This design comes from an exercise in tuning for small area on the open sky130 flow, not from production work.
In this exercise RTL edits were held to simulation tests only and were not proved equivalent to the original.
The clock port is modelled as an ideal driver; clocking choices that lean on that would not hold on a real chip.
Power and IR drop assume default switching activity.

== the baseline ==
==> flow/design.v (excerpt) <==
module drv_spi_transport (
    input  wire         clk,
    input  wire         rst,
    input  wire [7:0]   cmd_valid,
    input  wire [191:0] cmd_data,
    output wire [7:0]   cmd_ready,
    output wire [7:0]   rsp_valid,
    output wire [135:0] rsp_data,
    input  wire [7:0]   rsp_ready,
    output wire         ready,
    output wire         busy,
    output wire         sck,
    output wire         mosi,
    output wire         cs_n,
    input  wire         miso
);
For scale: roughly 840 cells after synthesis, roughly 170 flip-flops, ~370 I/O pins, about 0.0078 mm2 of cells after synthesis.
export LEC_CHECK = 0
export CAP_MARGIN = 20
export CORE_MARGIN = 2
export CORE_UTILIZATION = 45
export SLEW_MARGIN = 20
create_clock -name core_clock -period 10.0 [get_ports {clk}]
standard.sh (not shown) runs the stock make flow with config.mk's settings and CLKGATE_MAP_FILE= SYNTH_SCRIPT=/design/flow/synth_recipe.tcl, a recipe that flattens the netlist after the stock synthesis.
==> flow/flow/run.sh <==
#!/bin/bash
# Standard ORFS layout (the standard.sh), with these changes:
# - after floorplan, combinational cells are swapped for the smallest cell of
#   the same function (flow/downsize.tcl); later repair steps fix any slew or
#   capacitance violation this leaves;
# - the port buffers use the smallest buffer cell, buf_1, instead of the
#   default clkdlybuf4s50_1;
# - the clock tree uses clkbuf_8 cells and no dummy loads;
# - power recovery (downsizing of non-critical gates) runs after global route.
set -euo pipefail
export POST_FLOORPLAN_TCL="$PWD/flow/downsize.tcl"
export BUFFER_PORTS_ARGS="-buffer_cell sky130_fd_sc_hd__buf_1"
export CTS_ARGS="-sink_clustering_enable -repair_clock_nets -buf_list sky130_fd_sc_hd__clkbuf_8 -dont_use_dummy_load"
export RECOVER_POWER=100
bash standard.sh > standard_flow.log 2>&1
==> flow/flow/downsize.tcl <==
# Swap each multi-drive combinational cell for the smallest cell of the same
# function (same name up to the drive-strength suffix). Flip-flops are left
# as synthesis made them. Timing has ample slack at this clock period; the
# later repair steps still fix any slew or capacitance violation.
set n_swapped 0
foreach inst [get_cells *] {
  set master [get_property $inst ref_name]
  if {![regexp {^(sky130_fd_sc_hd__[a-z0-9]+)_([0-9]+)$} $master -> base drv]} { continue }
  if {[regexp {df|dl|sdf|edf|tap|fill|decap|conb|clkbuf|buf} $base]} { continue }
  set best ""
  set best_area 1e9
  foreach lc [get_lib_cells ${base}_*] {
    set name [get_property $lc name]
    if {![regexp "^${base}_\[0-9\]+\$" $name]} { continue }
    set a [get_property $lc area]
    if {$a < $best_area} { set best_area $a; set best $name }
  }
  if {$best ne "" && $best ne $master} {
    replace_cell $inst $best
    incr n_swapped
  }
}
puts "downsize: swapped $n_swapped cells"
The baseline had finished all stages when the layout checks came back failing, citing max-capacitance violations, max-slew violations.
> inputs changed (the baseline -> the candidate)
# the baseline
export LEC_CHECK = 0
export CAP_MARGIN = 20
export CORE_MARGIN = 2
export CORE_UTILIZATION = 45
export SLEW_MARGIN = 20
create_clock -name core_clock -period 10.0 [get_ports {clk}]
# the candidate
export LEC_CHECK = 0
export CAP_MARGIN = 20
export CORE_MARGIN = 2
export CORE_UTILIZATION = 50
export SLEW_MARGIN = 20
create_clock -name core_clock -period 10.0 [get_ports {clk}]
==> flow/flow/run.sh <==
#!/bin/bash
# Standard ORFS layout (the standard.sh), with two changes:
# - the port buffers use the smallest buffer cell, buf_1, instead of the
#   default clkdlybuf4s50_1;
# - the clock tree uses clkbuf_8 cells and no dummy loads.
set -euo pipefail
export BUFFER_PORTS_ARGS="-buffer_cell sky130_fd_sc_hd__buf_1"
export CTS_ARGS="-sink_clustering_enable -repair_clock_nets -buf_list sky130_fd_sc_hd__clkbuf_8 -dont_use_dummy_load"
bash standard.sh > standard_flow.log 2>&1
removed: flow/flow/downsize.tcl
==> comparison <==
The candidate finished end to end and its layout was clean on timing, DRC and antenna.
Sort the candidate and the baseline by minimum setup slack in the final design desc -> top: the candidate
Route | the candidate vs the baseline | wire shorter in the candidate
As of the candidate, number of rows created at floorplan had fallen by a few percent compared to the baseline.
Between the baseline and the candidate, share of total power in combinational logic increased.
Number of clock buffers in the layout: the baseline vs the candidate identical
Power: the candidate draws more than the baseline
In terms of layout buffering overhead excluding clock cells, the baseline and the candidate differ only marginally.

========
job 4444:
Another version of the RTL of drv_spi_transport (not shown whole).
Size in the first run: roughly 740 cells after synthesis, ~160 flip-flops, ~370 I/O pins, ~6900 um^2 of cells after synthesis.
export LEC_CHECK = 0
export CAP_MARGIN = 5
export CORE_MARGIN = 2
export CORE_UTILIZATION = 30
export GPL_TIMING_DRIVEN = 0
export SLEW_MARGIN = 5
create_clock -name core_clock -period 10.0 [get_ports {clk}]
==> flow/flow/run.sh <==
#!/bin/bash
# The standard ORFS layout (standard.sh), with these changes:
# - synthesis is the standard one except that ABC maps the logic with an
#   area-oriented script (flow/abc_area.script: the same &dch / &nf mapping,
#   with the delay target relaxed, and no buffering or up-sizing). Only the
#   ABC script differs, so the registers, their names and their cells are
#   the standard synthesis's;
# - after floorplan, any buffers synthesis inserted are removed and
#   combinational cells are swapped for the smallest cell of the same
#   function (flow/downsize.tcl); later repair steps fix any slew or
#   capacitance violation this leaves;
# - the port buffers use the smallest buffer cell, buf_1, instead of the
#   default clkdlybuf4s50_1;
# - the clock tree uses buf_6 cells (smaller than clkbuf_8, and still within
#   the clock-pin slew limit here) and no dummy loads.
set -euo pipefail
rm -rf scripts_area
cp -r "$FLOW_HOME/scripts" scripts_area
cp flow/abc_area.script scripts_area/abc_speed.script
SCRIPTS_DIR="$PWD/scripts_area" bash standard.sh synth > synth_flow.log 2>&1

export POST_FLOORPLAN_TCL="$PWD/flow/downsize.tcl"
export BUFFER_PORTS_ARGS="-buffer_cell sky130_fd_sc_hd__buf_1"
export CTS_ARGS="-sink_clustering_enable -repair_clock_nets -buf_list sky130_fd_sc_hd__buf_6 -dont_use_dummy_load"
bash standard.sh > standard_flow.log 2>&1
Other scripts of this flow, unchanged in this note and not shown: flow/flow/abc_area.script, flow/flow/downsize.tcl
No stage failed in job 4444, and the final checks on the layout all came back clean.
The following lists how job 7266 was set up differently from job 4444:
Settings: SLEW_MARGIN changed from 5 to 0; CORE_UTILIZATION changed from 30 to 45; CAP_MARGIN changed from 5 to 0.
-- flow/flow/run.sh --
<<< job 4444, line 11
#   capacitance violation this leaves;
# - the port buffers use the smallest buffer cell, buf_1, instead of the
>>> job 7266, line 11
#   capacitance violation this leaves;
# - the placement and global-route repair steps may use only small buffers
#   (flow/small_bufs.tcl);
# - the port buffers use the smallest buffer cell, buf_1, instead of the
<<< job 4444, line 14
# - the clock tree uses buf_6 cells (smaller than clkbuf_8, and still within
#   the clock-pin slew limit here) and no dummy loads.
set -euo pipefail
>>> job 7266, line 16
# - the clock tree uses buf_6 cells (smaller than clkbuf_8, and still within
#   the clock-pin slew limit here) and no dummy loads; after CTS, leaf
#   clock buffers driving at most 10 flip-flops become buf_4
#   (flow/cts_leaf.tcl).
set -euo pipefail
<<< job 4444, line 22
export POST_FLOORPLAN_TCL="$PWD/flow/downsize.tcl"
export BUFFER_PORTS_ARGS="-buffer_cell sky130_fd_sc_hd__buf_1"
export CTS_ARGS="-sink_clustering_enable -repair_clock_nets -buf_list sky130_fd_sc_hd__buf_6 -dont_use_dummy_load"
>>> job 7266, line 26
export POST_FLOORPLAN_TCL="$PWD/flow/downsize.tcl"
export PRE_RESIZE_TCL="$PWD/flow/small_bufs.tcl"
export PRE_GLOBAL_ROUTE_TCL="$PWD/flow/small_bufs.tcl"
export BUFFER_PORTS_ARGS="-buffer_cell sky130_fd_sc_hd__buf_1"
export POST_CTS_TCL="$PWD/flow/cts_leaf.tcl"
export CTS_ARGS="-sink_clustering_enable -repair_clock_nets -buf_list sky130_fd_sc_hd__buf_6 -dont_use_dummy_load"
==> flow/flow/cts_leaf.tcl (new file) <==
set n_swapped 0
foreach inst [get_cells *] {
  if {[get_property $inst ref_name] ne "sky130_fd_sc_hd__buf_6"} { continue }
  set net [get_nets -of_objects [get_pins -of_objects $inst -filter "direction==output"]]
  set sinks [get_pins -of_objects $net -filter "direction==input"]
  set all_clk 1
  foreach p $sinks {
    if {[get_property $p name] ne "CLK"} { set all_clk 0 }
  }
  if {$all_clk && [llength $sinks] <= 10} {
    replace_cell $inst sky130_fd_sc_hd__buf_4
    incr n_swapped
  }
}
puts "cts_leaf: swapped $n_swapped clock buffers"
estimate_parasitics -placement
==> flow/flow/small_bufs.tcl (new file) <==
# Keep the placement and global-route repair steps to small buffers: with
# the larger ones marked don't-use there, repair_design fixes the few
# high-fanout nets with buf_1/buf_2 buffers and by sizing the drivers up.
# (The clock tree, built in its own step, is not affected.)
set_dont_use {
  sky130_fd_sc_hd__buf_4 sky130_fd_sc_hd__buf_6 sky130_fd_sc_hd__buf_8
  sky130_fd_sc_hd__buf_12 sky130_fd_sc_hd__buf_16
  sky130_fd_sc_hd__clkbuf_4 sky130_fd_sc_hd__clkbuf_8 sky130_fd_sc_hd__clkbuf_16
  sky130_fd_sc_hd__bufbuf_8 sky130_fd_sc_hd__bufbuf_16
}
### Flow results
The post-route fraction of the period consumed by the critical path of job 7266 exceeds that of job 4444 by 1.8 points.
Delta (job 7266 minus job 4444): worst hold margin now sits at about the same level, initial antenna violation count held steady, routed via count divided by cell count went up.
Inputs modified between job 7266 and job 4717:
Settings: swapping 0 for 5 in SLEW_MARGIN; swapping 45 for 30 in CORE_UTILIZATION; swapping 0 for 5 in CAP_MARGIN.
-- flow/flow/run.sh --
<<< job 7266, line 11
#   capacitance violation this leaves;
# - the placement and global-route repair steps may use only small buffers
#   (flow/small_bufs.tcl);
# - the port buffers use the smallest buffer cell, buf_1, instead of the
>>> job 4717, line 11
#   capacitance violation this leaves;
# - the port buffers use the smallest buffer cell, buf_1, instead of the
<<< job 7266, line 26
export POST_FLOORPLAN_TCL="$PWD/flow/downsize.tcl"
export PRE_RESIZE_TCL="$PWD/flow/small_bufs.tcl"
export PRE_GLOBAL_ROUTE_TCL="$PWD/flow/small_bufs.tcl"
export BUFFER_PORTS_ARGS="-buffer_cell sky130_fd_sc_hd__buf_1"
>>> job 4717, line 24
export POST_FLOORPLAN_TCL="$PWD/flow/downsize.tcl"
export BUFFER_PORTS_ARGS="-buffer_cell sky130_fd_sc_hd__buf_1"
removed: flow/flow/small_bufs.tcl
--- outcome ---
- [compare] base=job 7266 new=job 4717: global-route usage went down 7.1 points; number of global-route vias before repair went up 3.6%; total power went up about 1.4%; number of non-clock buffers went up 1.5%; hold slack went up 0.0043 ns.
- Going from job 7266 to job 4717, full die area saw an increase, net count reported at finish grew by 0.38%, area taken by multi-input logic gates stayed essentially flat.

-- re-timing with driven ports --
The flow's constraints put no driver on any port. The routed layouts listed below were extracted and timed again, unchanged, in two steps. Step 1 sets driving cells, clkbuf_16 on the clock port and buf_2 on the other inputs (assumed; they add their load-dependent delay and slew). Step 2, shift: input delay + t, output delay - t, t = (earliest + latest rising clock arrival at the registers) / 2. This alone moves slack from input paths to output paths. Slacks: no drivers / after step 1 / after step 2; pairs: no drivers / after step 1.
run	t, ns	slack for setup (ns)	worst setup path after step 2	clock arrival spread, ns
the baseline	0.480	3.514 / 3.479 / 3.479	input to output	0.035 / 0.035
the candidate	0.476	4.623 / 4.603 / 4.603	input to output	0.032 / 0.032
job 4444	0.460	5.192 / 5.167 / 5.167	input to output	0.037 / 0.037
job 7266	0.420	5.011 / 4.987 / 4.987	input to output	0.041 / 0.041
job 4717	0.434	5.192 / 5.167 / 5.167	input to output	0.039 / 0.038
For the baseline, which loses most, drivers alone change the setup slack by -0.035 ns; drivers and shift together by -0.035 ns.
